This design comes from an exercise in tuning for small area, a short achievable clock period and few clock cycles on the open sky130 flow, not from production work. The RTL was checked by simulation tests, not by an equivalence proof against the original design. Power and IR drop assume default switching activity.

## design.v

```verilog
module kmsig_transport (
    input              clk,
    input              rst,
    input              ev_valid,
    output             ev_ready,
    input      [2:0]   ev_type,
    input      [7:0]   ev_data,
    output reg         ans_valid,
    output reg [1:0]   ans_code,
    output reg [7:0]   ans_byte,
    input              init,
    input      [6:0]   init_addr,
    input              dis,
    input              ui_we,
    input      [1:0]   ui_wave,
    input      [63:0]  ui_freq,
    input      [1:0]   chg_clr,
    output             idle,
    output     [1:0]   wave,
    output     [63:0]  freq,
    output     [135:0] str0,
    output     [135:0] str1,
    output     [1:0]   chg
);
    localparam EV_ADDRW  = 3'd0;
    localparam EV_ADDRR  = 3'd1;
    localparam EV_RXBYTE = 3'd2;
    localparam EV_TXBYTE = 3'd3;
    localparam EV_TERM   = 3'd4;
    localparam EV_BUSERR = 3'd5;
    localparam ANS_NONE = 2'd0;
    localparam ANS_ACK  = 2'd1;
    localparam ANS_NACK = 2'd2;
    localparam ANS_OUT  = 2'd3;
    localparam BS_IDLE = 2'd0;
    localparam BS_RX   = 2'd1;
    localparam BS_TX   = 2'd2;
    localparam [33:0] FMAX  = 34'd12500000000;
    localparam [27:0] RMAX  = 28'd134408602;       
    reg        armed;
    reg [6:0]  slave_addr;
    reg [1:0]  bus_state;
    reg [7:0]  rxbuf [0:7];
    reg [3:0]  rxlen;
    reg        wr1;           
    reg        wr2;           
    reg [7:0]  txbuf [0:3];
    reg        tx4;           
    reg [2:0]  txidx;         
    reg [30:0] resp;          
    reg        resp_valid;    
    reg        pend1;         
    reg        busy;          
    reg [2:0]  div_cnt;
    reg        div_cy;        
    reg [9:0]  div_x;         
    reg        div_c;         
    reg [6:0]  div_rem;
    reg [3:0]  div_a;         
    reg [6:0]  div_b;         
    reg [27:0] fr;            
    reg [3:0]  m_cnt;         
    reg [6:0]  m_carry;
    reg [1:0]  wave_r;
    reg [63:0] freq_r;
    reg [6:0]  s0 [0:14];     
    reg [6:0]  s1 [0:14];
    reg [1:0]  chg_r;
    wire in_rx   = (bus_state == BS_RX);
    wire in_tx   = (bus_state == BS_TX);
    wire rx_has_words = wr1 || wr2;
    assign ev_ready = !(busy && rx_has_words);
    wire accept  = ev_valid && ev_ready;
    wire is_addr = (ev_type == EV_ADDRW) || (ev_type == EV_ADDRR);
    wire ends_rx = (ev_type == EV_TERM) || is_addr;
    wire deliver = accept && ends_rx && rx_has_words;
    wire addr_match = armed && (ev_data[6:0] == slave_addr);
    wire [31:0] word0 = {rxbuf[0], rxbuf[1], rxbuf[2], rxbuf[3]};
    wire        exec  = deliver || pend1;
    wire [31:0] w     = word0;
    wire [2:0]  tag   = w[31:29];
    wire        x_wave = exec && (tag == 3'd0);
    wire        x_freq = exec && (tag == 3'd1);
    wire        x_qry  = exec && (tag == 3'd5);
    wire        x_str  = exec && (tag == 3'd7) && (w[23:21] <= 3'd4);
    wire        sel    = w[25];
    wire [2:0]  slot   = w[23:21];
    function [1:0] enc_wave(input [1:0] idx);
        case (idx)
            2'd0:    enc_wave = 2'b10;    
            2'd1:    enc_wave = 2'b11;    
            2'd2:    enc_wave = 2'b01;    
            default: enc_wave = 2'b00;    
        endcase
    endfunction
    wire [27:0] fr_cmd = (w[28:0] > {1'b0, RMAX}) ? RMAX : w[27:0];
    wire        f_sat = (|freq_r[63:34]) || (freq_r[33:0] > FMAX);
    wire [9:0]  n_x = div_x;
    wire [4:0]  n_h = n_x[9:5];
    wire [4:0]  n_l = n_x[4:0];
    localparam [31:0] TQ0 = 32'h38e38e38;
    localparam [31:0] TQ1 = 32'hc0fc0fc0;
    localparam [31:0] TQ2 = 32'hfff000;
    localparam [31:0] TQ3 = 32'hff000000;
    localparam [31:0] TT0 = 32'h38e38e38;
    localparam [31:0] TT1 = 32'hf81f81f8;
    localparam [31:0] TT2 = 32'hc0e3f1c0;
    localparam [31:0] TT3 = 32'hff03fe00;
    localparam [31:0] TT4 = 32'hfffc0000;
    localparam [31:0] TT5 = 32'h92492492;
    localparam [31:0] TT6 = 32'h24924924;
    localparam [31:0] TA0 = 32'hc71c71c7;
    localparam [31:0] TA1 = 32'h3f03f03f;
    localparam [31:0] TA2 = 32'h381c7e38;
    localparam [31:0] TA3 = 32'h3fe07fc0;
    localparam [31:0] TA4 = 32'h3fff8000;
    localparam [31:0] TA5 = 32'hadb6db6d;
    localparam [31:0] TA6 = 32'hf6db6db6;
    wire [3:0]  n_q   = {TQ3[n_h], TQ2[n_h], TQ1[n_h], TQ0[n_h]};        
    wire [6:0]  n_t   = {TT6[n_h], TT5[n_h], TT4[n_h], TT3[n_h], TT2[n_h], TT1[n_h], TT0[n_h]};        
    wire [6:0]  n_t35 = {TA6[n_h], TA5[n_h], TA4[n_h], TA3[n_h], TA2[n_h], TA1[n_h], TA0[n_h]};        
    wire [6:0]  n_s   = n_t + {2'd0, n_l};
    wire [7:0]  n_s35 = {1'b0, n_t35} + {3'd0, n_l};
    wire        n_c   = n_s35[7];               
    wire [3:0]  n_a   = n_q + {3'd0, n_c};      
    wire [6:0]  n_b   = n_c ? n_s35[6:0] : n_s;  
    wire        d_last = (div_cnt == 3'd3);
    wire        d_fix  = (div_cnt == 3'd4);
    wire [7:0]  d_s0 = {1'b0, div_rem} + {1'b0, div_b};
    wire [7:0]  d_s1 = {1'b0, div_rem} + {1'b0, div_b} + 8'd35;
    wire        d_c  = d_s1[7];                            
    wire [6:0]  d_rem = d_c ? d_s1[6:0] : d_s0[6:0];
    wire        d_c1 = d_s0 >= 8'd47;
    wire        d_c2 = d_s0 >= 8'd140;
    localparam [127:0] RT0 = 128'h000000000aaaaaaaaaaaaaaaaaaaaaaa;
    localparam [127:0] RT1 = 128'h00000000066666666666666666666666;
    localparam [127:0] RT2 = 128'h0000000014b4b4b4b4b4b4b4b4b4b4b4;
    localparam [127:0] RT3 = 128'h000000000d926d926d926d926d926d92;
    localparam [127:0] RT4 = 128'h0000000016db4924b6db4924b6db4924;
    localparam [127:0] RT5 = 128'h0000000018e38e38c71c71c738e38e38;
    localparam [127:0] RT6 = 128'h000000001f03f03f07e07e07c0fc0fc0;
    localparam [127:0] RT7 = 128'h000000001ffc003ff8007ff800fff000;
    localparam [127:0] RT8 = 128'h000000001fffffc000007fffff000000;
    localparam [127:0] RT9 = 128'h000000001fffffffffff800000000000;
    wire [9:0]  d_r11 = {RT9[div_rem], RT8[div_rem], RT7[div_rem], RT6[div_rem], RT5[div_rem], RT4[div_rem], RT3[div_rem], RT2[div_rem], RT1[div_rem], RT0[div_rem]};
    wire [9:0]  d_p   = d_r11 + {6'd0, div_a};
    wire [9:0]  fr_lo = fr[9:0] + {9'd0, div_c};
    wire [27:0] fr_fx = fr + {26'd0, div_cy, div_c & !div_cy};
    wire [3:0]  m_dig = freq_r[3:0];
    localparam [15:0] MT0 = 16'haaaa;
    localparam [15:0] MT1 = 16'hcccc;
    localparam [15:0] MT2 = 16'h5a5a;
    localparam [15:0] MT3 = 16'h39c6;
    localparam [15:0] MT4 = 16'hf83e;
    localparam [15:0] MT5 = 16'had54;
    localparam [15:0] MT6 = 16'h9b32;
    localparam [15:0] MT7 = 16'h2da4;
    localparam [15:0] MT8 = 16'hce38;
    localparam [15:0] MT9 = 16'h0fc0;
    localparam [15:0] MT10 = 16'hf000;
    wire [10:0] m_tab = {MT10[m_dig], MT9[m_dig], MT8[m_dig], MT7[m_dig], MT6[m_dig], MT5[m_dig], MT4[m_dig], MT3[m_dig], MT2[m_dig], MT1[m_dig], MT0[m_dig]};
    wire [10:0] m_sum = m_tab + {4'd0, m_carry};
    always @(posedge clk) begin
        if (rst) begin
            armed      <= 1'b0;
            bus_state  <= BS_IDLE;
            resp_valid <= 1'b0;
            ans_valid  <= 1'b0;
            pend1      <= 1'b0;
            wr1        <= 1'b0;
            wr2        <= 1'b0;
            busy       <= 1'b1;       
            div_cnt    <= 3'd0;
            m_cnt      <= 4'd0;
        end else begin
            ans_valid <= accept;
            pend1     <= deliver && wr2;
            if (accept) begin
                if (ev_type == EV_RXBYTE) begin
                    if (in_rx && !rxlen[3]) begin
                        wr1 <= (rxlen == 4'd3);
                        wr2 <= (rxlen == 4'd7);
                    end
                end else if (ends_rx || ev_type == EV_BUSERR) begin
                    wr1 <= 1'b0;
                    wr2 <= 1'b0;
                end
            end
            if (accept) begin
                case (ev_type)
                    EV_ADDRW, EV_ADDRR:
                        bus_state <= !addr_match ? BS_IDLE :
                                     (ev_type == EV_ADDRW) ? BS_RX : BS_TX;
                    EV_TERM, EV_BUSERR:
                        bus_state <= BS_IDLE;
                    default: ;
                endcase
            end
            if (dis)
                armed <= 1'b0;
            if (init) begin
                armed      <= 1'b1;
                bus_state  <= BS_IDLE;
                resp_valid <= 1'b0;
                wr1        <= 1'b0;
                wr2        <= 1'b0;
            end
            if (x_qry)
                resp_valid <= 1'b1;
            if (ui_we) begin
                busy    <= 1'b1;
                div_cnt <= 3'd0;
            end else if (busy) begin
                busy    <= !d_fix;
                div_cnt <= div_cnt + 3'd1;
            end
            if (x_freq)
                m_cnt <= 4'd9;
            else if (m_cnt != 4'd0)
                m_cnt <= m_cnt - 4'd1;
        end
    end
    always @(posedge clk) begin
        if (init)
            slave_addr <= init_addr;
        if (accept) begin
            ans_code <= ANS_NONE;
            case (ev_type)
                EV_ADDRW, EV_ADDRR:
                    ans_code <= addr_match ? ANS_ACK : ANS_NACK;
                EV_RXBYTE:
                    if (in_rx)
                        ans_code <= rxlen[3] ? ANS_NACK : ANS_ACK;
                EV_TXBYTE:
                    if (in_tx)
                        ans_code <= ANS_OUT;
                default: ;
            endcase
        end
        if (accept && ev_type == EV_ADDRW)
            rxlen <= 4'd0;
        if (accept && ev_type == EV_RXBYTE && in_rx && !rxlen[3]) begin
            rxbuf[rxlen[2:0]] <= ev_data;
            rxlen <= rxlen + 4'd1;
        end
        if (deliver && wr2) begin
            rxbuf[0] <= rxbuf[4];
            rxbuf[1] <= rxbuf[5];
            rxbuf[2] <= rxbuf[6];
            rxbuf[3] <= rxbuf[7];
        end
        if (accept && ev_type == EV_ADDRR && addr_match) begin
            txbuf[0] <= resp_valid ? resp[7:0] : 8'h00;
            txbuf[1] <= resp[15:8];
            txbuf[2] <= resp[23:16];
            txbuf[3] <= {1'b0, resp[30:24]};
            tx4      <= resp_valid;
            txidx    <= 3'd0;
        end
        if (accept && ev_type == EV_TXBYTE && in_tx) begin
            if (txidx == 3'd0 || (tx4 && !txidx[2])) begin
                ans_byte <= txbuf[txidx[1:0]];
                txidx    <= txidx + 3'd1;
            end else begin
                ans_byte <= 8'hFF;
            end
        end
        if (x_qry)
            resp <= {enc_wave(wave_r), 1'b0, fr};
        if (rst)
            div_x <= 10'd0;
        else if (ui_we)
            div_x <= ui_freq[29:20];
        else if (busy)
            div_x <= (div_cnt == 3'd0) ? freq_r[19:10] : freq_r[9:0];
        if (busy) begin
            div_a   <= n_a;
            div_b   <= n_b;
            div_rem <= (div_cnt == 3'd0) ? {3'd0, freq_r[33:30]} : d_rem;
            div_c   <= d_last ? d_c1 : (d_c && (div_cnt != 3'd0));
            div_cy  <= d_c2;
            if (d_fix)
                fr  <= f_sat ? RMAX : fr_fx;
            else if (div_cnt != 3'd0)
                fr  <= {fr[17:10], fr_lo, d_p};
        end
        if (x_freq)
            fr <= fr_cmd;
        if (x_freq)
            m_carry <= 7'd0;
        else
            m_carry <= m_sum[10:4];
    end
    always @(posedge clk) begin
        if (rst) begin
            wave_r <= 2'd3;
            freq_r <= 64'd0;
            chg_r  <= 2'b00;
        end else begin
            if (x_wave)
                wave_r <= {w[5] | w[2], w[4] | w[1]};
            if (x_freq)
                freq_r <= {35'd0, w[28:0]};
            else if (m_cnt != 4'd0)
                freq_r[35:0] <= {m_sum[3:0], freq_r[35:4]};
            if (ui_we) begin
                wave_r <= ui_wave;
                freq_r <= ui_freq;
            end
            chg_r <= (chg_r | ({1'b0, x_str} << sel)) & ~chg_clr;
        end
    end
    genvar g;
    generate
        for (g = 0; g < 15; g = g + 1) begin : g_str
            localparam [2:0] SL = g / 3;
            localparam       FI = g % 3;
            wire [6:0] fld = (FI == 0) ? w[20:14] : (FI == 1) ? w[13:7] : w[6:0];
            wire hit  = x_str && (slot == SL);
            wire hitz = x_str && (FI == 0) && (g > 0) && (slot == SL - 3'd1);
            wire [6:0] dat = (hit && !rst) ? fld : 7'd0;
            always @(posedge clk) begin
                if (rst || ((hit || hitz) && !sel)) s0[g] <= dat;
                if (rst || ((hit || hitz) &&  sel)) s1[g] <= dat;
            end
            assign str0[8*g +: 8] = {1'b0, s0[g]};
            assign str1[8*g +: 8] = {1'b0, s1[g]};
        end
    endgenerate
    assign str0[135:120] = 16'd0;
    assign str1[135:120] = 16'd0;
    assign idle = !pend1 && !busy && (m_cnt == 4'd0);
    assign wave = wave_r;
    assign freq = freq_r;
    assign chg  = chg_r;
endmodule
```

## constraint.sdc

```tcl
create_clock -name core_clock -period 6.0 [get_ports {clk}]
set_input_delay 1.2000 -clock core_clock [delete_from_list [all_inputs] [get_ports {clk}]]
set_output_delay 1.2000 -clock core_clock [all_outputs]
set_load 0.01 [all_outputs]
```

## standard.sh

```bash
#!/bin/bash
# synth_recipe.tcl (not shown) runs the flow's synth.tcl, then flattens the netlist and writes it again
# the make line also repeats each setting of config.mk as NAME=value (left out here)
make -C /OpenROAD-flow-scripts/flow DESIGN_CONFIG=/design/flow/config.mk WORK_HOME=/design/flow/orfs CLKGATE_MAP_FILE= SYNTH_SCRIPT=/design/flow/synth_recipe.tcl "${@:-finish}"
```

## config.mk

```make
export PLATFORM = sky130hd
export DESIGN_NAME = kmsig_transport
export DESIGN_NICKNAME = kmsig_transport
export VERILOG_FILES = /design/flow/design.v
export SDC_FILE = /design/flow/constraint.sdc
export NUM_CORES = 4
export LEC_CHECK = 0
export ABC_AREA = 1
export CAP_MARGIN = 20
export CORE_MARGIN = 2
export CORE_UTILIZATION = 40
export CTS_CLUSTER_DIAMETER = 80
export CTS_CLUSTER_SIZE = 25
export PLACE_DENSITY = 0.6
export SETUP_SLACK_MARGIN = 2.8
export SLEW_MARGIN = 20
```

## flow/run.sh

```bash
#!/bin/bash
# The standard layout, with the ports buffered by the smallest buffer cell.
set -euo pipefail
bash standard.sh "BUFFER_PORTS_ARGS=-buffer_cell sky130_fd_sc_hd__buf_1" finish > standard_flow.log 2>&1
```

==> results.json, run 1 <==
{
  "status": "complete, no violations",
  "cts_hold_buf": 0,
  "avgSynthCellArea_um2": 9.899,
  "dpl.hpwl_um": 53320,
  "layout-drive-gt1-share_pct": 6.207,
  "power_density_nw_per_um2": 340.1,
  "async_flop_share_pct": 0,
  "grt_max_degree": 68,
  "cts_sinks": 508,
  "route.antenna.remaining_nets": 0,
  "worst_hold_slack_ps": 426.6,
  "io_buffers": 382,
  "power_mw": 9.199,
  "synth-main-ff-cell": "edfxtp_1",
  "clkTransAtPathRegs_ps": 100,
  "finalCritPeriodShare_pct": 51.62,
  "grt.total_usage_pct": 22.04,
  "fin_cells": 3560,
  "vias": 18590,
  "fmax_ghz": 0.3229,
  "synth_top_area_share_pct": 51.06,
  "rows": 89,
  "grt_pass1_wl_um": 103300,
  "synth.most_common_cell": "nand2_1",
  "die_w_um": 247.7,
  "postLayoutCoreUtil_pct": 45.92,
  "worstPathArrival_ps": 3350,
  "worstSetupStartpointType": "primary input",
  "finalCriticalPeriod_ps": 3097,
  "grt_overflow": 0,
  "dieArea_um2": 61360,
  "worst-path-max-fanout": 31,
  "syn_area_um2": 23760,
  "grt_pass1_vias": 17320,
  "ys_seq_elements": 508,
  "hp-class": "flip-flop to flip-flop",
  "root_buffer": "clkbuf_16",
  "fin_worst_skew_ps": 32.66,
  "worst_pin_slew_ps": 968.3,
  "core_um2": 58910,
  "antenna_found_initial": 4,
  "finalHoldViolCount": 0,
  "yosys-top-cells-area": "edfxtp_1 (51%), dfxtp_1 (8.8%), nand2_1 (7.5%), o21ai_0 (3.9%), inv_1 (3.8%)",
  "cts_made_buffers": 30,
  "ioPinCount": 445,
  "synth_edf_count": 404,
  "synthDistinctLibCells": 60,
  "vdd_drop_max_v": 0.0002369,
  "wl_per_cell_um": 19.87,
  "area_delta_synth_final_pct": 13.86,
  "yosys_warnings": 4,
  "required_ps": 6260,
  "yosys.area.top_type": "edfxtp_1",
  "leakage_nw": 10.73,
  "yosys-top-cells-count": "nand2_1 (474), edfxtp_1 (404), inv_1 (241), nor2_1 (233), o21ai_0 (187)",
  "drtIter0Drc": 1498,
  "totalWireLength_um": 70740,
  "timing.setup.tns_ps": 0,
  "fin_area_um2": 27050,
  "nets": 2929,
  "end_kind": "flip-flop",
  "post-place-ws_ps": 2055,
  "n_antenna_cell": 0,
  "worst_slack_ps": 2903,
  "maxCapViolCount": 0,
  "htree_num_levels": 1,
  "die_h_um": 247.7,
  "critPathKind": "primary input to flip-flop",
  "initial_core_util_pct": 40.33,
  "firstDrtPassIters": 7,
  "cts_buffer_depth": 3,
  "n_fill_cell": 5598,
  "vias_per_cell": 5.223,
  "drc": 0,
  "place_congestion": 0.9315,
  "slew-limit-headroom_pct": 35.38,
  "dpl.cell_count": 3481,
  "slew_violations": 0,
  "cts_tree": "yes",
  "clk_latency_ps": 640,
  "syn_inst": 2400,
  "finalSetupViolations": 0,
  "rsz0062_at_grt": "true",
  "postPlaceCellArea_um2": 25680,
  "synth-seq-area-share_pct": 59.83
}
## state kept, by name, summed over array words and instances, names as in the netlist, 2 cells and up
register / flops
div_cnt: 3
slave_addr: 7
m_carry: 7
wave_r: 2
freq_r: 64
rxlen: 4
s0: 105
div_b: 7
ans_byte: 8
s1: 105
div_rem: 7
fr: 28
m_cnt: 4
resp: 30
ans_code: 2
div_a: 4
rxbuf: 64
div_x: 10
bus_state: 2
chg_r: 2
txidx: 3
txbuf: 30
## power breakdown
group          switching (mW)  internal (mW)  total (mW)
Clock                    1.28           1.07        2.35
Combinational            1.56          0.861        2.43
Sequential              0.326           4.10        4.43
## logic make-up after synthesis
kind of cell	after synthesis	synth area share, %
compound gates	417	9.722
xor+xnor	44	1.764
fa+ha+maj	74	4.087
buf+inv	403	7.610
flops	508	59.83
other cells	1	0.01578
simple gates	953	16.97
## area by class of cell
cell class              instances  area (um2)  area share (%)
multi-input cells            1550        8130           30.06
inverters                     253       958.4           3.543
well taps                     773       967.2           3.575
repair buffers                420        1723           6.369
clock buffers                  40       819.5           3.030
clock inverters                16       224.0          0.8279
flip-flops and latches        508       14230           52.60
## critical path: stages
cell        delay, ps
buf_1             190
inv_1              90
nand2_1            70
nand2_1            50
nor4_1            260
nand2_1           130
inv_1             110
nand4_1           500
clkinvlp_4        740
## what timing repair did
item,4_1_cts,5_1_grt
buffers inserted,4,19
pin swaps,2,8
gates resized for setup,12,34
gates cloned,0,0
endpoints found under the setup margin,46,88
## worst paths after layout
check | startpoint | end | slack, ps | depth (start not counted)
worst max-delay path | ev_data[3] | txbuf[1][7]$_DFFE_PP_ | 2900 | 9
worst min-delay path | resp[9]$_DFFE_PP_ | txbuf[1][1]$_DFFE_PP_ | 430 | 0
worst max register to register | div_x[6]$_SDFFE_PP0P_ | div_a[2]$_DFFE_PP_ | 3000 | 19
worst min register to register | resp[9]$_DFFE_PP_ | txbuf[1][1]$_DFFE_PP_ | 430 | 0
## per-layer routing
| metal | vias to the layer above | part of all wire [%] | global-route usage [%] |
|---|---|---|---|
| li1 | 8791 | - | - |
| met1 | 8947 | 41 | 29.02 |
| met2 | 683 | 48 | 36.03 |
| met3 | 165 | 6.5 | 3.752 |
| met4 | 8 | 4.3 | 9.193 |
| met5 | - | 0.065 | 0 |
## placed cells by master (no fill, tap or decap), types with 5 or more instances in the layout
master and count:
o22ai_1 5, buf_1 379, nor2_2 7, dfxtp_1 98, inv_2 12, conb_1 62, edfxtp_1 404, nand2_1 469
nand3_1 114, buf_4 38, nand2_4 5, o221ai_1 8, o211ai_1 17, nor2_1 230, nand2_2 15, inv_1 237
xor2_1 29, o21ai_1 36, or2_2 5, a21oi_1 116, clkbuf_16 31, nor4_1 14, ha_1 67, clkbuf_1 8
fa_1 5, xnor2_1 12, o21ai_2 6, a31oi_1 39, nand4_1 28, nor3_1 44, o21ai_0 161
Testbench counts, summed over its fixed seeds: cycles 13,673.
==> run 2, diff against run 1 <==
--- a/config.mk
+++ b/config.mk
@@ -12,5 +12,5 @@
 export CTS_CLUSTER_DIAMETER = 80
 export CTS_CLUSTER_SIZE = 25
 export PLACE_DENSITY = 0.6
-export SETUP_SLACK_MARGIN = 2.8
+export SETUP_SLACK_MARGIN = 3.1
 export SLEW_MARGIN = 20
==> run 2 against run 1 <==
Net effect:
- sequential cell count did not move
- wire length rose by 1.9%
- critical path depth fell by 2
- combinational power rose by 8.2%
- worst hold slack got worse by 6.2 ps
- design area rose by 2.1%
- first-iteration DRC count rose by 19%
- core utilization rose by 0.96 points
- synthesized cell count did not move
- clock power fell by 2%
==> results.json, run 2 <==
{
  "place_congestion": 0.9574,
  "crit_chain": "inv_2 > ha_4 > inv_2 > nor3_4 > inv_2 > nor3_2 > buf_4",
  "synth.most_common_cell": "nand2_1",
  "cts_tree": "yes",
  "synth_top_area_share_pct": 51.06,
  "fin_cells": 3598,
  "wl_met1_um": 29040,
  "r2r_cells": 16,
  "synthDistinctLibCells": 60,
  "vias_per_cell": 5.257,
  "cts_buffer_depth": 3,
  "crit_top_cell": "inv_2",
  "holdPathStages": 0,
  "leakage_nw": 10.89,
  "die_w_um": 247.7,
  "hp-start": "resp[21]$_DFFE_PP_",
  "fin_worst_skew_ps": 27.54,
  "r2r_end": "div_b[6]$_DFFE_PP_",
  "reg_top3": "s0 x105, s1 x105",
  "cts_hold_buf": 0,
  "root_buffer": "clkbuf_16",
  "required_ps": 4800,
  "dieArea_um2": 61360,
  "core_um2": 58910,
  "finalHoldViolCount": 0,
  "clkTransAtPathRegs_ps": 100,
  "layout-drive-gt1-share_pct": 9.461,
  "path_depth": 7,
  "cts_sinks": 508,
  "drc": 0,
  "initial_core_util_pct": 40.33,
  "status": "complete, no violations",
  "multi_input_area_um2": 8374,
  "grt_pass1_wl_um": 106300,
  "async_flop_share_pct": 0,
  "cp_slowest_cell": "dfxtp_2",
  "slew_violations": 0,
  "regArea_um2": 14240,
  "ioPinCount": 445,
  "synth_edf_count": 404,
  "hp-class": "flip-flop to flip-flop",
  "rr_startpoint": "div_x[5]$_SDFFE_PP0P_",
  "finalCritPeriodShare_pct": 49.65,
  "n_fill_cell": 5537,
  "slew-limit-headroom_pct": 29.83,
  "avgSynthCellArea_um2": 9.899,
  "wl_met2_um": 34650,
  "nets": 2964,
  "layout_commonest_cell": "nand2_1",
  "io_buffers": 382,
  "routed.top_layer": "met5",
  "path_buf_inv": 4,
  "grt_pass1_vias": 18100,
  "worst_slack_ps": 3021,
  "postLayoutCoreUtil_pct": 46.88,
  "worstPathArrival_ps": 1780,
  "vias": 18910,
  "wl_per_cell_um": 20.03,
  "crit_family": "buffers and inverters",
  "cts_made_buffers": 30,
  "finalCriticalPeriod_ps": 2979,
  "max_stage_delay_ps": 350,
  "yosys.area.top_type": "edfxtp_1",
  "yosys_warnings": 4,
  "grt_max_degree": 82,
  "maxCapViolCount": 0,
  "yosys-top-cells-area": "edfxtp_1 (51%), dfxtp_1 (8.8%), nand2_1 (7.5%), o21ai_0 (3.9%), inv_1 (3.8%)",
  "syn_area_um2": 23760,
  "drtIter0Drc": 1789,
  "hold_end": "txbuf[2][5]$_DFFE_PP_",
  "yosys-top-cells-count": "nand2_1 (474), edfxtp_1 (404), inv_1 (241), nor2_1 (233), o21ai_0 (187)",
  "ys_seq_elements": 508,
  "worst_pin_slew_ps": 1041,
  "totalWireLength_um": 72070,
  "wl_met3_um": 4838,
  "grt_overflow": 0,
  "timing.setup.tns_ps": 0,
  "reg2reg_slack_ps": 3150,
  "syn_inst": 2400,
  "synth-seq-area-share_pct": 59.83,
  "worst-path-max-fanout": 3,
  "worstSetupStartpointType": "flip-flop",
  "synth-main-ff-cell": "edfxtp_1",
  "end_kind": "output port",
  "fmax_ghz": 0.3357,
  "postPlaceCellArea_um2": 25670,
  "finalSetupViolations": 0,
  "antenna_found_initial": 7,
  "final_cell_mix": "nand2_1 (460), edfxtp_1 (404), buf_1 (379), nor2_1 (225), inv_1 (222)",
  "htree_num_levels": 1,
  "rows": 89,
  "area_delta_synth_final_pct": 16.23,
  "dpl.hpwl_um": 53070,
  "post-place-ws_ps": 2267,
  "power_density_nw_per_um2": 338.8,
  "vdd_drop_max_v": 0.0002037,
  "grt.total_usage_pct": 22.50,
  "dpl.cell_count": 3475,
  "rsz0062_at_grt": "true",
  "clk_latency_ps": 620,
  "firstDrtPassIters": 6,
  "die_h_um": 247.7,
  "critPathKind": "flip-flop to output port",
  "fin_area_um2": 27610,
  "route.antenna.remaining_nets": 0
}
-- run 2: cell count changes in the layout (fill, tap and decap cells not counted), sizes merged --
cell and change:
inv -1, bufinv -1, clkinv -2, diode +3
buf +34, clkbuf +2, clkinvlp +3
-- run 2: metal layers --
layer	vias to the layer above	track usage, %
met1	9085	29.58
met5	-	0
met3	190	3.330
met4	6	10.62
met2	783	36.66
li1	8850	-
-- run 2: repair_timing --
item | in CTS | in global routing
buffers inserted | 29 | 33
endpoints found under the setup margin | 80 | 513
resized for setup | 46 | 80
cloned | 1 | 0
pin swaps | 8 | 36
-- run 2: final cells by class --
class / instances / share of cell area [%]
repair buffers: 454 / 7.299
flip-flops and latches: 508 / 51.56
well taps: 773 / 3.502
inverters: 253 / 3.552
repair inverters: 1 / 0.02719
clock buffers: 42 / 2.918
diodes: 3 / 0.02719
multi-input cells: 1550 / 30.33
clock inverters: 14 / 0.7839
-- run 2: stage by stage --
step / hold WS [ps] / power, mW
after floorplan: 400.3 / 6.125
after global placement: 405.5 / 6.725
after detailed placement: 404.5 / 6.787
after CTS: 424.1 / 9.163
after global routing: 425.0 / 9.872
final: 420.4 / 9.355
-- run 2: how the worst max path moves through the flow --
stage                          startpoint                 endpoint  slack [ps]
detailed placement             ev_type[0]  freq_r[34]$_SDFFE_PP0P_        2270
CTS                 m_cnt[1]$_SDFFE_PP0P_                     idle        2910
global placement               ev_type[0]      s0[13][2]$_DFFE_PP_        2330
floorplan                        ev_valid      s0[13][0]$_DFFE_PP_        2600
finish              m_cnt[1]$_SDFFE_PP0P_                     idle        3020
global route                   ev_type[0]      s1[11][6]$_DFFE_PP_        2850
-- run 2: report_power, final --
group	switching, mW	internal (mW)	total (mW)	leakage (nW)
clock	1.28	1.02	2.30	0.489
sequential	0.325	4.10	4.43	4.85
combinational	1.65	0.979	2.63	5.54
-- run 2: worst register-to-register path, cell delays in order, from the launching register on --
cell     delay (ps)
dfxtp_4         380
inv_4            70
ha_4            140
inv_4            40
a21oi_2         160
o21a_1          150
o21ai_0          70
o21ai_1         140
inv_1           120
ha_1            230
fa_2            360
nand3_1          70
and2_1          140
nor2_1           60
o21ai_1         170
xor2_1          170
o21ai_0         130
-- run 2: cells by family (layout without fill, tap and decap cells) --
| kind of cell | count (synthesis) | count (layout) | synth area share, % |
|---|---|---|---|
| other | 1 | 65 | 0.01578 |
| xor gates and xnor gates | 44 | 44 | 1.764 |
| DFF | 508 | 508 | 59.83 |
| buffers and inverters | 403 | 764 | 7.610 |
| AOI/OAI and AO/OA | 417 | 417 | 9.722 |
| adders and majority gates | 74 | 74 | 4.087 |
| and+or+nand+nor | 953 | 953 | 16.97 |
==> run 3, diff against run 2 <==
--- a/config.mk
+++ b/config.mk
@@ -8,9 +8,9 @@
 export ABC_AREA = 1
 export CAP_MARGIN = 20
 export CORE_MARGIN = 2
-export CORE_UTILIZATION = 40
+export CORE_UTILIZATION = 55
 export CTS_CLUSTER_DIAMETER = 80
 export CTS_CLUSTER_SIZE = 25
-export PLACE_DENSITY = 0.6
-export SETUP_SLACK_MARGIN = 3.1
+export PLACE_DENSITY = 0.7
+export SETUP_SLACK_MARGIN = 2.8
 export SLEW_MARGIN = 20
==> run 3 against run 2 <==
Net effect:
- sequential power about the same
- still clean on timing, DRC and antenna
- critical path depth unchanged
- global-route usage up 6.6 points
- critical endpoint unchanged
==> results.json, run 3 <==
{
  "power_density_nw_per_um2": 337.2,
  "yosys.area.top_type": "edfxtp_1",
  "dpl.hpwl_um": 49390,
  "synth.most_common_cell": "nand2_1",
  "synth-main-ff-cell": "edfxtp_1",
  "avgSynthCellArea_um2": 9.899,
  "slew_violations": 0,
  "crit_chain": "inv_1 > ha_2 > inv_1 > nor3_4 > inv_2 > nor3_2 > buf_4",
  "required_ps": 4800,
  "rr_startpoint": "div_x[5]$_SDFFE_PP0P_",
  "fmax_ghz": 0.3271,
  "area_delta_synth_final_pct": 12.88,
  "clkTransAtPathRegs_ps": 100,
  "clk_latency_ps": 610,
  "grt_pass1_vias": 17560,
  "syn_inst": 2400,
  "reg2reg_slack_ps": 2950,
  "end_kind": "output port",
  "core_um2": 42890,
  "firstDrtPassIters": 6,
  "timing.setup.tns_ps": 0,
  "r2r_cells": 17,
  "io_buffers": 382,
  "ioPinCount": 445,
  "regArea_um2": 14230,
  "async_flop_share_pct": 0,
  "power_mw": 9.044,
  "finalCriticalPeriod_ps": 3057,
  "postPlaceCellArea_um2": 25460,
  "finalHoldViolCount": 0,
  "worst_pin_slew_ps": 1062,
  "vias": 18800,
  "rsz0062_at_grt": "true",
  "fin_worst_skew_ps": 21.29,
  "drc": 0,
  "postLayoutCoreUtil_pct": 62.53,
  "synth_top_area_share_pct": 51.06,
  "synthDistinctLibCells": 60,
  "initial_core_util_pct": 55.40,
  "maxCapViolCount": 0,
  "yosys-top-cells-count": "nand2_1 (474), edfxtp_1 (404), inv_1 (241), nor2_1 (233), o21ai_0 (187)",
  "grt.total_usage_pct": 29.11,
  "yosys_warnings": 4,
  "hp-start": "resp[18]$_DFFE_PP_",
  "cp_slowest_cell": "dfxtp_1",
  "max_stage_delay_ps": 330,
  "worstSetupStartpointType": "flip-flop",
  "nets": 2938,
  "path_buf_inv": 4,
  "fin_area_um2": 26820,
  "cts_tree": "yes",
  "syn_area_um2": 23760,
  "synth_edf_count": 404,
  "r2r_end": "div_a[2]$_DFFE_PP_",
  "leakage_nw": 10.72,
  "multi_input_area_um2": 8099,
  "hold_end": "txbuf[2][2]$_DFFE_PP_",
  "cts_made_buffers": 28,
  "critPathKind": "flip-flop to output port",
  "cts_buffer_depth": 3,
  "totalWireLength_um": 66820,
  "finalSetupViolations": 0,
  "wl_per_cell_um": 19.77,
  "layout-drive-gt1-share_pct": 6.407,
  "die_w_um": 211.8,
  "vdd_drop_max_v": 0.0002148,
  "worstPathArrival_ps": 1860,
  "synth-seq-area-share_pct": 59.83,
  "crit_top_cell": "inv_1",
  "antenna_found_initial": 0,
  "dieArea_um2": 44870,
  "worst-path-max-fanout": 3,
  "worst_hold_slack_ps": 407.3,
  "place_congestion": 0.9225,
  "yosys-top-cells-area": "edfxtp_1 (51%), dfxtp_1 (8.8%), nand2_1 (7.5%), o21ai_0 (3.9%), inv_1 (3.8%)",
  "crit_family": "buffers and inverters",
  "layout_commonest_cell": "nand2_1",
  "slew-limit-headroom_pct": 29.18,
  "grt_max_degree": 82,
  "htree_num_levels": 1,
  "final_cell_mix": "nand2_1 (470), edfxtp_1 (404), buf_1 (379), inv_1 (236), nor2_1 (230)",
  "finalCritPeriodShare_pct": 50.95,
  "route.antenna.remaining_nets": 0,
  "grt_pass1_wl_um": 100400,
  "vias_per_cell": 5.565,
  "cts_sinks": 508,
  "ys_seq_elements": 508,
  "drtIter0Drc": 1906,
  "reg_top3": "s0 x105, s1 x105",
  "n_antenna_cell": 0,
  "n_fill_cell": 3555,
  "holdPathStages": 0,
  "root_buffer": "clkbuf_16",
  "die_h_um": 211.8,
  "rows": 76,
  "hp-class": "flip-flop to flip-flop",
  "grt_overflow": 0,
  "status": "complete, no violations"
}
[run 3: cell counts after synthesis]
No cell type changed its count.
[run 3: worst max path at each step]
stage                          startpoint                endpoint  slack, ps  cells past startpoint
global placement               ev_type[0]  freq_r[8]$_SDFFE_PP0P_       1610                     10
CTS                 m_cnt[0]$_SDFFE_PP0P_                    idle       2800                      7
global route         div_rem[0]$_DFFE_PP_         fr[9]$_DFFE_PP_       2720                     20
floorplan                        ev_valid      s0[4][0]$_DFFE_PP_       2590                      7
finish              m_cnt[0]$_SDFFE_PP0P_                    idle       2940                      7
detailed placement             ev_type[0]  freq_r[6]$_SDFFE_PP0P_       1460                     10
[run 3: worst register-to-register path: stages (launching register included)]
cell and delay, ps:
dfxtp_4 380, ha_1 210, inv_1 70, nor2_1 60
nor2_1 120, o21ai_0 150, o22ai_1 220, ha_1 280
a21o_1 190, a31oi_2 180, nor2_2 60, o21ai_1 110
nand2_1 100, nand2_4 100, inv_2 70, ha_1 200
ha_1 190, xnor2_1 120
[run 3: metrics by stage]
stage	instances	worst slack, ps
2_1_floorplan	2461	2587
3_3_place_gp	3293	1609
3_5_place_dp	3294	1463
4_1_cts	3349	2802
5_1_grt	3379	2719
6_report	3379	2943
[run 3: logic make-up after synthesis]
kind of cell    share of synthesized area [%]
flops                                   59.83
fa+ha+maj                               4.087
compound gates                          9.722
xor+xnor                                1.764
other cells                           0.01578
buf+inv                                 7.610
simple gates                            16.97
[run 3: report_power, final]
| group | switching (mW) | leakage, nW | total [mW] | internal, mW |
|---|---|---|---|---|
| clock network | 1.20 | 0.459 | 2.20 | 0.998 |
| registers | 0.303 | 4.85 | 4.40 | 4.10 |
| logic | 1.56 | 5.41 | 2.44 | 0.880 |
[run 3: timing repair]
item,CTS,global route
pin swaps,2,3
gates resized for setup,14,33
buffers inserted,3,29
hold buffers,0,0
setup endpoints to repair,78,110
cloned,0,1
[run 3: final cells by class]
type,count,area share [%]
Multi-Input combinational cell,1550,30.20
Inverter,253,3.583
Timing Repair Buffer,430,6.774
Tap cell,585,2.729
Sequential cell,508,53.06
Timing Repair inverter,1,0.02799
Clock inverter,14,0.7605
Clock buffer,38,2.869
[run 3: layer usage]
layer | GRT usage (%) | wire, um
met5 | 0 | 0
met4 | 12.51 | 3188
met3 | 3.916 | 5307
met2 | 46.69 | 31540
met1 | 40.02 | 26780
==> run 4, diff against run 3 <==
--- a/config.mk
+++ b/config.mk
@@ -8,9 +8,9 @@
 export ABC_AREA = 1
 export CAP_MARGIN = 20
 export CORE_MARGIN = 2
-export CORE_UTILIZATION = 55
-export CTS_CLUSTER_DIAMETER = 80
-export CTS_CLUSTER_SIZE = 25
-export PLACE_DENSITY = 0.7
-export SETUP_SLACK_MARGIN = 2.8
+export CORE_UTILIZATION = 40
+export CTS_CLUSTER_DIAMETER = 90
+export CTS_CLUSTER_SIZE = 28
+export PLACE_DENSITY = 0.6
+export SETUP_SLACK_MARGIN = 3.3
 export SLEW_MARGIN = 20
==> run 4 against run 3 <==
Net effect:
- still clean on timing, DRC and antenna
- design area increased by 7.3%
- critical path depth increased by 12
- via count is 3.1% higher
- highest routed layer is now met5
- sequential share of layout area fell by 3.5 points
- final cell count grew 7.9%
- non-clock buffer count increased by 77
- wire length is 13% higher
- sequential cell count stayed put
- maximum frequency up 6.9%
- synthesized area stayed put
==> results.json, run 4 <==
{
  "critPathKind": "flip-flop to flip-flop",
  "worstSetupStartpointType": "flip-flop",
  "postPlaceCellArea_um2": 25870,
  "core_um2": 58910,
  "synth-main-ff-cell": "edfxtp_1",
  "grt_overflow": 0,
  "max_stage_delay_ps": 410,
  "required_ps": 6360,
  "nets": 3019,
  "firstDrtPassIters": 5,
  "worstPathArrival_ps": 3220,
  "totalWireLength_um": 75240,
  "initial_core_util_pct": 40.33,
  "yosys-top-cells-count": "nand2_1 (474), edfxtp_1 (404), inv_1 (241), nor2_1 (233), o21ai_0 (187)",
  "place_congestion": 0.8995,
  "clkPwrFrac_pct": 22.5,
  "r2r_end": "div_a[2]$_DFFE_PP_",
  "async_flop_share_pct": 0,
  "finalCritPeriodShare_pct": 47.64,
  "syn_area_um2": 23760,
  "reg2reg_slack_ps": 3140,
  "dpl.cell_count": 3474,
  "avgSynthCellArea_um2": 9.899,
  "die_h_um": 247.7,
  "fin_cells": 3646,
  "synth_top_area_share_pct": 51.06,
  "finalSetupViolations": 0,
  "syn_inst": 2400,
  "seqPwrFrac_pct": 45.9,
  "yosys.area.top_type": "edfxtp_1",
  "power_frac_comb_pct": 31.6,
  "fmax_ghz": 0.3498,
  "dpl.hpwl_um": 53650,
  "layout_commonest_cell": "nand2_1",
  "drtIter0Drc": 1771,
  "die_w_um": 247.7,
  "yosys_warnings": 4,
  "crit_top_cell": "ha_4",
  "end_kind": "flip-flop",
  "ys_seq_elements": 508,
  "slew_violations": 0,
  "synth-seq-area-share_pct": 59.83,
  "slew-limit-headroom_pct": 23.46,
  "ioPinCount": 445,
  "fin_worst_skew_ps": 32.64,
  "reg_top3": "s0 x105, s1 x105",
  "grt_max_degree": 81,
  "synthDistinctLibCells": 60,
  "crit_family": "adder cells",
  "clk_latency_ps": 630,
  "post-place-ws_ps": 1642,
  "root_buffer": "clkbuf_16",
  "dieArea_um2": 61360,
  "cts_made_buffers": 26,
  "timing.setup.tns_ps": 0,
  "layout-drive-gt1-share_pct": 14.48,
  "finalHoldViolCount": 0,
  "vias": 19380,
  "hp-class": "flip-flop to flip-flop",
  "io_buffers": 382,
  "rows": 89,
  "maxCapViolCount": 0,
  "worst_hold_slack_ps": 422.9,
  "synth.most_common_cell": "nand2_1",
  "r2r_cells": 19,
  "power.switching_mw": 3.356,
  "antenna_found_initial": 6,
  "synth_edf_count": 404,
  "rr_startpoint": "div_x[6]$_SDFFE_PP0P_",
  "crit_chain": "inv_4 > ha_4 > inv_4 > nand2_4 > nand2_2 > nand2_2 > o21ai_1 > o22ai_1 > ha_1 > a21o_1 > a31oi_4 > nor2_2 > o21ai_1 > nand2_1 > nand2_4 > inv_6 > ha_4 > ha_4 > xnor2_1",
  "vias_per_cell": 5.317,
  "grt.total_usage_pct": 23.10,
  "cts_sinks": 508,
  "crit_end": "div_a[2]$_DFFE_PP_",
  "power_density_nw_per_um2": 334.9,
  "route.antenna.remaining_nets": 0,
  "cts_buffer_depth": 3,
  "path_buf_inv": 3,
  "clkTransAtPathRegs_ps": 110,
  "worst-path-max-fanout": 6,
  "worst_slack_ps": 3142,
  "drc": 0,
  "vdd_drop_max_v": 0.0002236,
  "grt_pass1_wl_um": 107800,
  "p_int_mw": 6.279,
  "switching_share_pct": 34.83,
  "grt_pass1_vias": 17800,
  "wl_per_cell_um": 20.64,
  "rsz0062_at_grt": "true",
  "status": "complete, no violations",
  "area_delta_synth_final_pct": 21.09,
  "leakage_nw": 11.33,
  "final_cell_mix": "nand2_1 (435), edfxtp_1 (404), buf_1 (378), nor2_1 (214), inv_1 (213)",
  "cp_slowest_cell": "dfxtp_4",
  "startpoint": "div_x[6]$_SDFFE_PP0P_",
  "yosys-top-cells-area": "edfxtp_1 (51%), dfxtp_1 (8.8%), nand2_1 (7.5%), o21ai_0 (3.9%), inv_1 (3.8%)",
  "worst_pin_slew_ps": 1147,
  "path_depth": 19,
  "fin_area_um2": 28770,
  "finalCriticalPeriod_ps": 2858,
  "htree_num_levels": 1,
  "cts_tree": "yes"
}
## run 4: cell counts after synthesis
No cell type changed its count.
## run 4: kinds of logic (layout without fill, tap and decap cells)
logic type      after synthesis  count (layout)  share of synthesized area [%]
compound gates              417             420                          9.722
xor+xnor                     44              44                          1.764
fa+ha+maj                    74              74                          4.087
buf+inv                     403             809                          7.610
flops                       508             508                          59.83
other cells                   1              63                        0.01578
simple gates                953             955                          16.97
## run 4: layout make-up
cell class / instances / area (um2)
clock inverters: 9 / 100.1
flip-flops and latches: 508 / 14250
multi-input cells: 1555 / 9015
clock buffers: 38 / 802.0
fillers: 5447 / 30140
repair buffers: 507 / 2625
inverters: 253 / 994.7
repair inverters: 2 / 15.01
diodes: 1 / 2.502
well taps: 773 / 967.2
## run 4: per-layer routing
layer  track usage (%)  part of all wire (%)
met5                 0                 0.084
met2             38.28                    49
met1             30.63                    41
met3             3.774                   6.5
met4             8.330                   4.1
## run 4: how the worst min path moves through the flow
| stage | start | to | slack (ps) | cells past startpoint |
|---|---|---|---|---|
| 3_3_place_gp | resp[10]$_DFFE_PP_ | txbuf[1][2]$_DFFE_PP_ | 410 | 0 |
| 4_1_cts | resp[11]$_DFFE_PP_ | txbuf[1][3]$_DFFE_PP_ | 420 | 0 |
| 6_report | resp[11]$_DFFE_PP_ | txbuf[1][3]$_DFFE_PP_ | 420 | 0 |
| 2_1_floorplan | resp[8]$_DFFE_PP_ | txbuf[1][0]$_DFFE_PP_ | 400 | 0 |
| 3_5_place_dp | resp[25]$_DFFE_PP_ | txbuf[3][1]$_DFFE_PP_ | 400 | 0 |
| 5_1_grt | resp[11]$_DFFE_PP_ | txbuf[1][3]$_DFFE_PP_ | 430 | 0 |
## run 4: per-stage QoR
step	utilization [%]	total power, mW
3_3_place_gp	43.92	6.739
5_1_grt	48.83	10.12
6_report	48.84	9.634
3_5_place_dp	43.92	6.792
4_1_cts	46.95	9.194
2_1_floorplan	-	6.138
## run 4: what timing repair did
item / CTS / global route
pin swaps: 39 / 88
hold buffers: 0 / 0
gates resized for setup: 104 / 153
setup buffers: 60 / 55
endpoints found under the setup margin: 461 / 538
cloned: 5 / 4
## run 4: power groups by stage
stage / logic [mW] / registers [mW] / clock network (mW)
after floorplan: 1.72 / 4.41 / 0
after global placement: 2.21 / 4.52 / 0
after detailed placement: 2.26 / 4.53 / 0
after CTS: 2.58 / 4.41 / 2.20
after global routing: 3.36 / 4.44 / 2.32
final: 3.04 / 4.42 / 2.17
==> run 5, diff against run 4 <==
--- a/config.mk
+++ b/config.mk
@@ -10,7 +10,7 @@
 export CORE_MARGIN = 2
 export CORE_UTILIZATION = 40
 export CTS_CLUSTER_DIAMETER = 90
-export CTS_CLUSTER_SIZE = 28
+export CTS_CLUSTER_SIZE = 32
 export PLACE_DENSITY = 0.6
-export SETUP_SLACK_MARGIN = 3.3
+export SETUP_SLACK_MARGIN = 3.0
 export SLEW_MARGIN = 20
==> run 5 against run 4 <==
Net effect:
- worst hold slack worse by 0.88 ps
- die area unchanged
- core utilization down 2.5 points
- wire length down 3.9%
- sequential cell count unchanged
- highest routed layer unchanged
==> results.json, run 5 <==
{
  "final_cell_mix": "nand2_1 (463), edfxtp_1 (404), buf_1 (379), nor2_1 (227), inv_1 (224)",
  "die_w_um": 247.7,
  "fin_area_um2": 27290,
  "synth-seq-area-share_pct": 59.83,
  "async_flop_share_pct": 0,
  "synth.most_common_cell": "nand2_1",
  "p_int_mw": 5.922,
  "die_h_um": 247.7,
  "io_buffers": 382,
  "layout_commonest_cell": "nand2_1",
  "ioPinCount": 445,
  "grt_max_degree": 68,
  "grt_pass1_vias": 17590,
  "switching_share_pct": 35.16,
  "place_congestion": 0.9135,
  "fmax_ghz": 0.3406,
  "synthDistinctLibCells": 60,
  "syn_area_um2": 23760,
  "synth_edf_count": 404,
  "power_density_nw_per_um2": 334.7,
  "core_um2": 58910,
  "yosys-top-cells-area": "edfxtp_1 (51%), dfxtp_1 (8.8%), nand2_1 (7.5%), o21ai_0 (3.9%), inv_1 (3.8%)",
  "rr_startpoint": "div_x[5]$_SDFFE_PP0P_",
  "cts_buffer_depth": 3,
  "finalCriticalPeriod_ps": 2936,
  "crit_chain": "clkbuf_2 > inv_2 > nand2_1 > nor2_1",
  "post-place-ws_ps": 1684,
  "initial_core_util_pct": 40.33,
  "wl_per_cell_um": 20.19,
  "nets": 2955,
  "fin_worst_skew_ps": 26.16,
  "hp-class": "flip-flop to flip-flop",
  "yosys-top-cells-count": "nand2_1 (474), edfxtp_1 (404), inv_1 (241), nor2_1 (233), o21ai_0 (187)",
  "route.antenna.remaining_nets": 0,
  "power_mw": 9.134,
  "status": "complete, no violations",
  "cts_sinks": 508,
  "yosys.area.top_type": "edfxtp_1",
  "htree_num_levels": 1,
  "reg2reg_slack_ps": 3130,
  "drc": 0,
  "synth_top_area_share_pct": 51.06,
  "max_stage_delay_ps": 820,
  "ys_seq_elements": 508,
  "area_delta_synth_final_pct": 14.88,
  "slew_violations": 0,
  "postPlaceCellArea_um2": 25720,
  "vias": 18820,
  "totalWireLength_um": 72330,
  "multi_input_area_um2": 8228,
  "grt_pass1_wl_um": 105400,
  "vias_per_cell": 5.254,
  "cts_hold_buf": 0,
  "startpoint": "rst",
  "required_ps": 6420,
  "reg_top3": "s0 x105, s1 x105",
  "end_kind": "flip-flop",
  "cts_tree": "yes",
  "rows": 89,
  "dpl.hpwl_um": 54250,
  "dieArea_um2": 61360,
  "r2r_cells": 17,
  "avgSynthCellArea_um2": 9.899,
  "regArea_um2": 14240,
  "critPathKind": "primary input to flip-flop",
  "layout-drive-gt1-share_pct": 8.440,
  "cp_slowest_cell": "nand2_1",
  "firstDrtPassIters": 6,
  "grt_overflow": 0,
  "worst_pin_slew_ps": 1079,
  "rsz0062_at_grt": "true",
  "clk_latency_ps": 620,
  "yosys_warnings": 4,
  "cts_made_buffers": 25,
  "finalHoldViolCount": 0,
  "synth-main-ff-cell": "edfxtp_1",
  "antenna_found_initial": 6,
  "clkPwrFrac_pct": 23.9,
  "finalCritPeriodShare_pct": 48.93,
  "vdd_drop_max_v": 0.0002172,
  "power_frac_comb_pct": 27.8,
  "worst_slack_ps": 3064,
  "crit_end": "s1[13][2]$_DFFE_PP_",
  "syn_inst": 2400,
  "maxCapViolCount": 0,
  "worst-path-max-fanout": 65,
  "worstSetupStartpointType": "primary input",
  "clkTransAtPathRegs_ps": 110,
  "drtIter0Drc": 1586,
  "timing.setup.tns_ps": 0,
  "holdPathStages": 0,
  "root_buffer": "clkbuf_16",
  "finalSetupViolations": 0,
  "n_fill_cell": 5577,
  "seqPwrFrac_pct": 48.4,
  "slew-limit-headroom_pct": 28.09,
  "power.switching_mw": 3.212,
  "leakage_nw": 10.78,
  "r2r_end": "div_a[2]$_DFFE_PP_",
  "worstPathArrival_ps": 3350,
  "grt.total_usage_pct": 22.46
}
## run 5: logic make-up after synthesis
| logic type | after synthesis | share of synthesized area (%) |
|---|---|---|
| DFF | 508 | 59.83 |
| buffers and inverters | 403 | 7.610 |
| adders and majority gates | 74 | 4.087 |
| and+or+nand+nor | 953 | 16.97 |
| other | 1 | 0.01578 |
| xor gates and xnor gates | 44 | 1.764 |
| AOI/OAI and AO/OA | 417 | 9.722 |
## run 5: cell type report
| cell class | instances | area share, % |
|---|---|---|
| diodes | 1 | 0.009168 |
| clock buffers | 27 | 2.320 |
| clock inverters | 19 | 0.9994 |
| inverters | 253 | 3.544 |
| multi-input cells | 1550 | 30.15 |
| flip-flops and latches | 508 | 52.18 |
| well taps | 773 | 3.544 |
| repair buffers | 449 | 7.216 |
| repair inverters | 2 | 0.04584 |
## run 5: timing repair
action / CTS / global route
setup endpoints to repair: 70 / 209
buffers inserted: 21 / 25
cloned: 0 / 2
gates resized for setup: 27 / 68
pin swaps: 5 / 21
## run 5: worst min-delay path by stage
| stage | from | end | slack, ps |
|---|---|---|---|
| after floorplan | resp[8]$_DFFE_PP_ | txbuf[1][0]$_DFFE_PP_ | 400 |
| after global placement | resp[17]$_DFFE_PP_ | txbuf[2][1]$_DFFE_PP_ | 410 |
| final | resp[16]$_DFFE_PP_ | txbuf[2][0]$_DFFE_PP_ | 420 |
| after detailed placement | resp[14]$_DFFE_PP_ | txbuf[1][6]$_DFFE_PP_ | 400 |
| after global routing | resp[16]$_DFFE_PP_ | txbuf[2][0]$_DFFE_PP_ | 440 |
| after CTS | resp[14]$_DFFE_PP_ | txbuf[1][6]$_DFFE_PP_ | 430 |
## run 5: per-layer routing
layer / wire length (um) / track usage (%) / share of wire [%]
met5: 42 / 0 / 0.058
met4: 2662 / 7.802 / 3.7
met3: 4466 / 3.330 / 6.2
met2: 35500 / 37.89 / 49
met1: 29660 / 29.54 / 41
## run 5: critical path, delay by kind of cell
family,cells,cell delay (ps)
buffers and inverters,2,830
and+or+nand+nor,2,1240
## run 5: metrics by stage
step	hold WS, ps	std cells	util (%)
after detailed placement	404.5	3487	43.67
after floorplan	400.3	2461	-
after CTS	431.2	3554	45.59
after global placement	408.0	3487	43.67
final	422.0	3582	46.33
after global routing	437.0	3582	46.33
## run 5: power by group through the flow
stage / Clock (mW) / Combinational (mW) / Sequential [mW]
after floorplan: 0 / 1.71 / 4.41
after global placement: 0 / 2.21 / 4.51
after detailed placement: 0 / 2.27 / 4.52
after CTS: 2.23 / 2.40 / 4.41
after global routing: 2.34 / 2.84 / 4.44
final: 2.18 / 2.54 / 4.42
==> run 6, diff against run 5 <==
--- a/config.mk
+++ b/config.mk
@@ -12,5 +12,5 @@
 export CTS_CLUSTER_DIAMETER = 90
 export CTS_CLUSTER_SIZE = 32
 export PLACE_DENSITY = 0.6
-export SETUP_SLACK_MARGIN = 3.0
+export SETUP_SLACK_MARGIN = 3.2
 export SLEW_MARGIN = 20
==> run 6 against run 5 <==
Net effect:
- die area unchanged
- sequential power about the same
- maximum frequency up 1.2%
- combinational power up 15%
- critical path depth up 4
- clock skew up 7.7 ps
- count of clock-buffer cells in the layout up 3
- sequential cell count unchanged
- synthesized cell count unchanged
==> results.json, run 6 <==
{
  "die_w_um": 247.7,
  "layout-drive-gt1-share_pct": 12.06,
  "dieArea_um2": 61360,
  "slew_violations": 0,
  "reg2reg_slack_ps": 3120,
  "dpl.hpwl_um": 54900,
  "firstDrtPassIters": 6,
  "yosys.area.top_type": "edfxtp_1",
  "yosys-top-cells-area": "edfxtp_1 (51%), dfxtp_1 (8.8%), nand2_1 (7.5%), o21ai_0 (3.9%), inv_1 (3.8%)",
  "synth-seq-area-share_pct": 59.83,
  "cts_tree": "yes",
  "final_cell_mix": "nand2_1 (451), edfxtp_1 (404), buf_1 (379), inv_1 (219), nor2_1 (218)",
  "finalCritPeriodShare_pct": 48.35,
  "worst_pin_slew_ps": 950.1,
  "initial_core_util_pct": 40.33,
  "fmax_ghz": 0.3447,
  "worstSetupStartpointType": "primary input",
  "critPathKind": "primary input to flip-flop",
  "wl_per_cell_um": 20.78,
  "syn_area_um2": 23760,
  "antenna_found_initial": 4,
  "wl_met1_um": 30640,
  "crit_top_cell": "nand2_2",
  "r2r_cells": 19,
  "grt_pass1_vias": 17940,
  "postPlaceCellArea_um2": 25760,
  "grt_overflow": 0,
  "fin_worst_skew_ps": 33.86,
  "timing.setup.tns_ps": 0,
  "cts_hold_buf": 0,
  "reg_top3": "s0 x105, s1 x105",
  "grt_max_degree": 68,
  "async_flop_share_pct": 0,
  "vdd_drop_max_v": 0.0001911,
  "place_congestion": 0.9164,
  "drc": 0,
  "max_stage_delay_ps": 730,
  "syn_inst": 2400,
  "htree_num_levels": 1,
  "synthDistinctLibCells": 60,
  "rows": 89,
  "worstPathArrival_ps": 3150,
  "fin_area_um2": 28040,
  "drtIter0Drc": 1622,
  "grt_pass1_wl_um": 107300,
  "slew-limit-headroom_pct": 36.51,
  "clkTransAtPathRegs_ps": 110,
  "wl_met3_um": 4925,
  "cts_made_buffers": 24,
  "io_buffers": 382,
  "finalHoldViolCount": 0,
  "yosys_warnings": 4,
  "die_h_um": 247.7,
  "worst-path-max-fanout": 14,
  "finalSetupViolations": 0,
  "hp-class": "flip-flop to flip-flop",
  "power_density_nw_per_um2": 336.5,
  "ioPinCount": 445,
  "cts_sinks": 508,
  "cp_slowest_cell": "o21ai_2",
  "route.antenna.remaining_nets": 0,
  "leakage_nw": 11.00,
  "core_um2": 58910,
  "wl_met2_um": 36850,
  "synth.most_common_cell": "nand2_1",
  "status": "complete, no violations",
  "clk_latency_ps": 620,
  "end_kind": "flip-flop",
  "area_delta_synth_final_pct": 18.04,
  "nets": 2985,
  "rsz0062_at_grt": "true",
  "yosys-top-cells-count": "nand2_1 (474), edfxtp_1 (404), inv_1 (241), nor2_1 (233), o21ai_0 (187)",
  "grt.total_usage_pct": 22.88,
  "routed.top_layer": "met5",
  "avgSynthCellArea_um2": 9.899,
  "totalWireLength_um": 75060,
  "vias": 19190,
  "maxCapViolCount": 0,
  "root_buffer": "clkbuf_16",
  "crit_chain": "buf_1 > a21oi_1 > nand3_2 > nand2_2 > nand2_2 > nor2_1 > inv_1 > o21ai_2",
  "synth_top_area_share_pct": 51.06,
  "layout_commonest_cell": "nand2_1",
  "synth_edf_count": 404,
  "vias_per_cell": 5.311,
  "cts_buffer_depth": 3,
  "holdPathStages": 0,
  "finalCriticalPeriod_ps": 2901,
  "required_ps": 6240,
  "synth-main-ff-cell": "edfxtp_1",
  "ys_seq_elements": 508
}
[run 6: cell count changes in the layout (fill, tap and decap cells not counted), moves of 8 or more]
cell	before	now
buf_4	64	82
nand2_1	463	451
o21ai_2	7	19
nand2_2	21	31
ha_1	62	53
nor2_1	227	218
o21ai_0	161	153
o21ai_1	34	26
[run 6: path summary, 6_finish.rpt]
check	startpoint	end
worst min-delay path	resp[17]$_DFFE_PP_	txbuf[2][1]$_DFFE_PP_
worst min register to register	resp[17]$_DFFE_PP_	txbuf[2][1]$_DFFE_PP_
worst max register to register	div_x[6]$_SDFFE_PP0P_	div_a[2]$_DFFE_PP_
worst max-delay path	ev_type[0]	s1[13][3]$_DFFE_PP_
[run 6: final cells by class]
type | instances | area [um2]
Tap cell | 773 | 967.2
Sequential cell | 508 | 14240
Clock inverter | 13 | 182.7
Multi-Input combinational cell | 1553 | 8723
Timing Repair Buffer | 477 | 2258
Timing Repair inverter | 2 | 15.01
Clock buffer | 30 | 653.1
Inverter | 253 | 992.2
Antenna cell | 4 | 10.01
Fill cell | 5479 | 30860
[run 6: cell families (layout without fill, tap and decap cells)]
kind of cell	Yosys count	count (layout)	share of synthesized area, %
other	1	66	0.01578
and+or+nand+nor	953	955	16.97
DFF	508	508	59.83
xor gates and xnor gates	44	44	1.764
buffers and inverters	403	775	7.610
adders and majority gates	74	74	4.087
AOI/OAI and AO/OA	417	418	9.722
[run 6: layer usage]
layer  vias to the layer above  global-route usage (%)
li1                       8916                       -
met1                      9313                   30.55
met2                       810                   37.83
met3                       146                   3.374
met4                         4                   8.507
met5                         -                       0
[run 6: timing repair]
item	CTS	global route
setup endpoints to repair	186	446
resized for setup	82	114
pin swaps	21	57
hold endpoints to repair	0	0
cloned	1	5
buffers inserted	40	44
[run 6: report_power, final]
group / switching (mW) / total [mW] / internal (mW)
Sequential: 0.319 / 4.42 / 4.10
Combinational: 1.82 / 2.91 / 1.09
Clock: 1.18 / 2.10 / 0.921
[run 6: stage by stage]
| step | hold WS [ps] | setup slack (ps) | cells | total power [mW] | util (%) |
|---|---|---|---|---|---|
| after global routing | 422.7 | 2953 | 3611 | 9.906 | 47.60 |
| after CTS | 410.8 | 3020 | 3560 | 9.066 | 46.18 |
| after global placement | 408.7 | 1817 | 3476 | 6.757 | 43.73 |
| final | 417.5 | 3099 | 3613 | 9.437 | 47.61 |
| after floorplan | 400.3 | 2960 | 2461 | 6.130 | - |
| after detailed placement | 404.5 | 1679 | 3476 | 6.815 | 43.73 |
[run 6: worst max-delay path, delay by kind of cell]
family                 cells  cell delay (ps)
buffers and inverters      2              250
and+or+nand+nor            4              690
AOI/OAI and AO/OA          2              990
==> run 7, diff against run 6 <==
--- a/config.mk
+++ b/config.mk
@@ -12,5 +12,5 @@
 export CTS_CLUSTER_DIAMETER = 90
 export CTS_CLUSTER_SIZE = 32
 export PLACE_DENSITY = 0.6
-export SETUP_SLACK_MARGIN = 3.2
+export SETUP_SLACK_MARGIN = 3.1
 export SLEW_MARGIN = 20
==> run 7 against run 6 <==
Net effect:
- still clean
- clock skew shrank 0.69 ps
- die area is the same
- synthesized area unchanged
- clock power increased by 7%
- worst setup slack worse by 69 ps
- largest cell class unchanged
- largest power group unchanged
==> results.json, run 7 <==
{
  "antenna_found_initial": 7,
  "required_ps": 4800,
  "htree_num_levels": 1,
  "finalCriticalPeriod_ps": 2970,
  "cts_buffer_depth": 3,
  "clk_latency_ps": 620,
  "fin_worst_skew_ps": 33.17,
  "initial_core_util_pct": 40.33,
  "firstDrtPassIters": 6,
  "worst_hold_slack_ps": 422.4,
  "route.antenna.remaining_nets": 0,
  "power_density_nw_per_um2": 336.0,
  "wl_per_cell_um": 20.12,
  "grt_pass1_vias": 18010,
  "worst-path-max-fanout": 3,
  "synth-seq-area-share_pct": 59.83,
  "ys_seq_elements": 508,
  "nets": 2964,
  "critPathKind": "flip-flop to output port",
  "grt.total_usage_pct": 22.51,
  "core_um2": 58910,
  "vdd_drop_max_v": 0.0002261,
  "leakage_nw": 10.87,
  "synth-main-ff-cell": "edfxtp_1",
  "vias": 18910,
  "avgSynthCellArea_um2": 9.899,
  "maxCapViolCount": 0,
  "status": "complete, no violations",
  "worstSetupStartpointType": "flip-flop",
  "worst_pin_slew_ps": 956.8,
  "layout_commonest_cell": "nand2_1",
  "grt_overflow": 0,
  "synth.most_common_cell": "nand2_1",
  "slew_violations": 0,
  "timing.setup.tns_ps": 0,
  "fin_area_um2": 27620,
  "die_w_um": 247.7,
  "area_delta_synth_final_pct": 16.26,
  "cts_tree": "yes",
  "finalCritPeriodShare_pct": 49.50,
  "drc": 0,
  "postLayoutCoreUtil_pct": 46.89,
  "dieArea_um2": 61360,
  "syn_area_um2": 23760,
  "vias_per_cell": 5.265,
  "yosys-top-cells-count": "nand2_1 (474), edfxtp_1 (404), inv_1 (241), nor2_1 (233), o21ai_0 (187)",
  "syn_inst": 2400,
  "dpl.cell_count": 3475,
  "totalWireLength_um": 72260,
  "ioPinCount": 445,
  "place_congestion": 0.9574,
  "die_h_um": 247.7,
  "rsz0062_at_grt": "true",
  "rows": 89,
  "drtIter0Drc": 1773,
  "reg_top3": "s0 x105, s1 x105",
  "slew-limit-headroom_pct": 36.14,
  "clkTransAtPathRegs_ps": 110,
  "async_flop_share_pct": 0,
  "synth_edf_count": 404,
  "synthDistinctLibCells": 60,
  "hp-class": "flip-flop to flip-flop",
  "grt_max_degree": 82,
  "postPlaceCellArea_um2": 25670,
  "worstPathArrival_ps": 1770,
  "finalHoldViolCount": 0,
  "cts_made_buffers": 25,
  "grt_pass1_wl_um": 106200,
  "yosys.area.top_type": "edfxtp_1",
  "cts_sinks": 508,
  "final_cell_mix": "nand2_1 (457), edfxtp_1 (404), buf_1 (379), nor2_1 (225), inv_1 (224)",
  "io_buffers": 382,
  "dpl.hpwl_um": 53070,
  "yosys-top-cells-area": "edfxtp_1 (51%), dfxtp_1 (8.8%), nand2_1 (7.5%), o21ai_0 (3.9%), inv_1 (3.8%)",
  "layout-drive-gt1-share_pct": 9.876,
  "fin_cells": 3591,
  "fmax_ghz": 0.3367,
  "yosys_warnings": 4,
  "end_kind": "output port",
  "root_buffer": "clkbuf_16",
  "synth_top_area_share_pct": 51.06,
  "finalSetupViolations": 0
}
## run 7: cells by family (layout without fill, tap and decap cells)
group                      count (synthesis)  in the layout  share of synthesized area [%]
DFF                                      508            508                          59.83
xor gates and xnor gates                  44             44                          1.764
and+or+nand+nor                          953            953                          16.97
adders and majority gates                 74             74                          4.087
buffers and inverters                    403            757                          7.610
other                                      1             65                        0.01578
AOI/OAI and AO/OA                        417            417                          9.722
## run 7: path summary, 6_finish.rpt
path	startpoint	to	slack (ps)	cells past startpoint
hold / removal	resp[21]$_DFFE_PP_	txbuf[2][5]$_DFFE_PP_	420	0
hold reg to reg	resp[21]$_DFFE_PP_	txbuf[2][5]$_DFFE_PP_	420	0
setup reg to reg	div_x[8]$_SDFFE_PP0P_	div_a[2]$_DFFE_PP_	3200	16
setup / recovery	m_cnt[1]$_SDFFE_PP0P_	idle	3030	7
## run 7: what timing repair did
item / 4_1_cts / 5_1_grt
setup endpoints to repair: 89 / 518
gates cloned: 1 / 0
setup buffers: 27 / 40
gates resized for setup: 40 / 102
hold buffers: 0 / 0
pin swaps: 9 / 34
## run 7: routing by layer
layer	GRT usage [%]	routed length, um	up-vias
met4	9.880	3289	6
met5	0	46	-
li1	-	-	8846
met3	3.157	4476	172
met1	29.75	29360	9146
met2	37.00	35090	737
## run 7: per-stage QoR
stage | worst slack (ps) | total power [mW]
3_3_place_gp | 2332 | 6.725
2_1_floorplan | 2599 | 6.125
5_1_grt | 2844 | 9.789
3_5_place_dp | 2267 | 6.787
4_1_cts | 2894 | 9.090
6_report | 3030 | 9.280
## run 7: layout make-up
type	count	area, um2
fill	5503	31290
sequential	508	14240
multi-input combinational	1550	8463
timing repair buffer	459	2028
inverter	253	973.4
tap	773	967.2
clock buffer	26	650.6
clock inverter	18	285.3
timing repair inverter	1	7.507
antenna	3	7.507
## run 7: power by group
part           switching (mW)  total, mW  leakage [nW]  internal (mW)
Combinational            1.64       2.61          5.56          0.972
Sequential              0.325       4.43          4.85           4.10
Clock                    1.28       2.24         0.458          0.963
Total                    3.24       9.28          10.9           6.04
## run 7: critical path, cell delays in order (launching register included)
cell     delay, ps
dfxtp_2        350
inv_2           70
ha_4           130
inv_2           40
nor3_4         150
inv_2           70
nor3_2         170
buf_4          170

==> static timing again, ports no longer ideal <==
No port has a modelled driver above. Below, the same layouts with a new extraction and two added sets of constraints.
Step 1 assumes that a clkbuf_16 drives the clock port and a buf_2 every other input.
Step 2 times the ports against the registers' clock, not the clock port: input delays grow and output delays shrink by t, the midpoint of the rising clock arrivals with the driver on.
Slacks: no drivers / after step 1 / after step 2; pairs: no drivers / after step 1.
| run | shift t [ns] | slack for setup (ns) | pins driven straight from the clock port |
|---|---|---|---|
| run 1 | 0.681 | 2.903 / 2.869 / 2.261 | 1 |
| run 2 | 0.665 | 3.021 / 2.964 / 2.395 | 1 |
| run 3 | 0.663 | 2.943 / 2.883 / 2.336 | 1 |
| run 4 | 0.665 | 3.142 / 3.086 / 2.705 | 1 |
| run 5 | 0.667 | 3.064 / 3.027 / 2.443 | 1 |
| run 6 | 0.655 | 3.099 / 3.079 / 2.478 | 1 |
| run 7 | 0.668 | 3.030 / 2.968 / 2.503 | 1 |
After both steps every run listed still meets setup and hold. The setup slack of run 1, which loses most, moves by -0.034 ns with the drivers and by -0.642 ns with both steps.
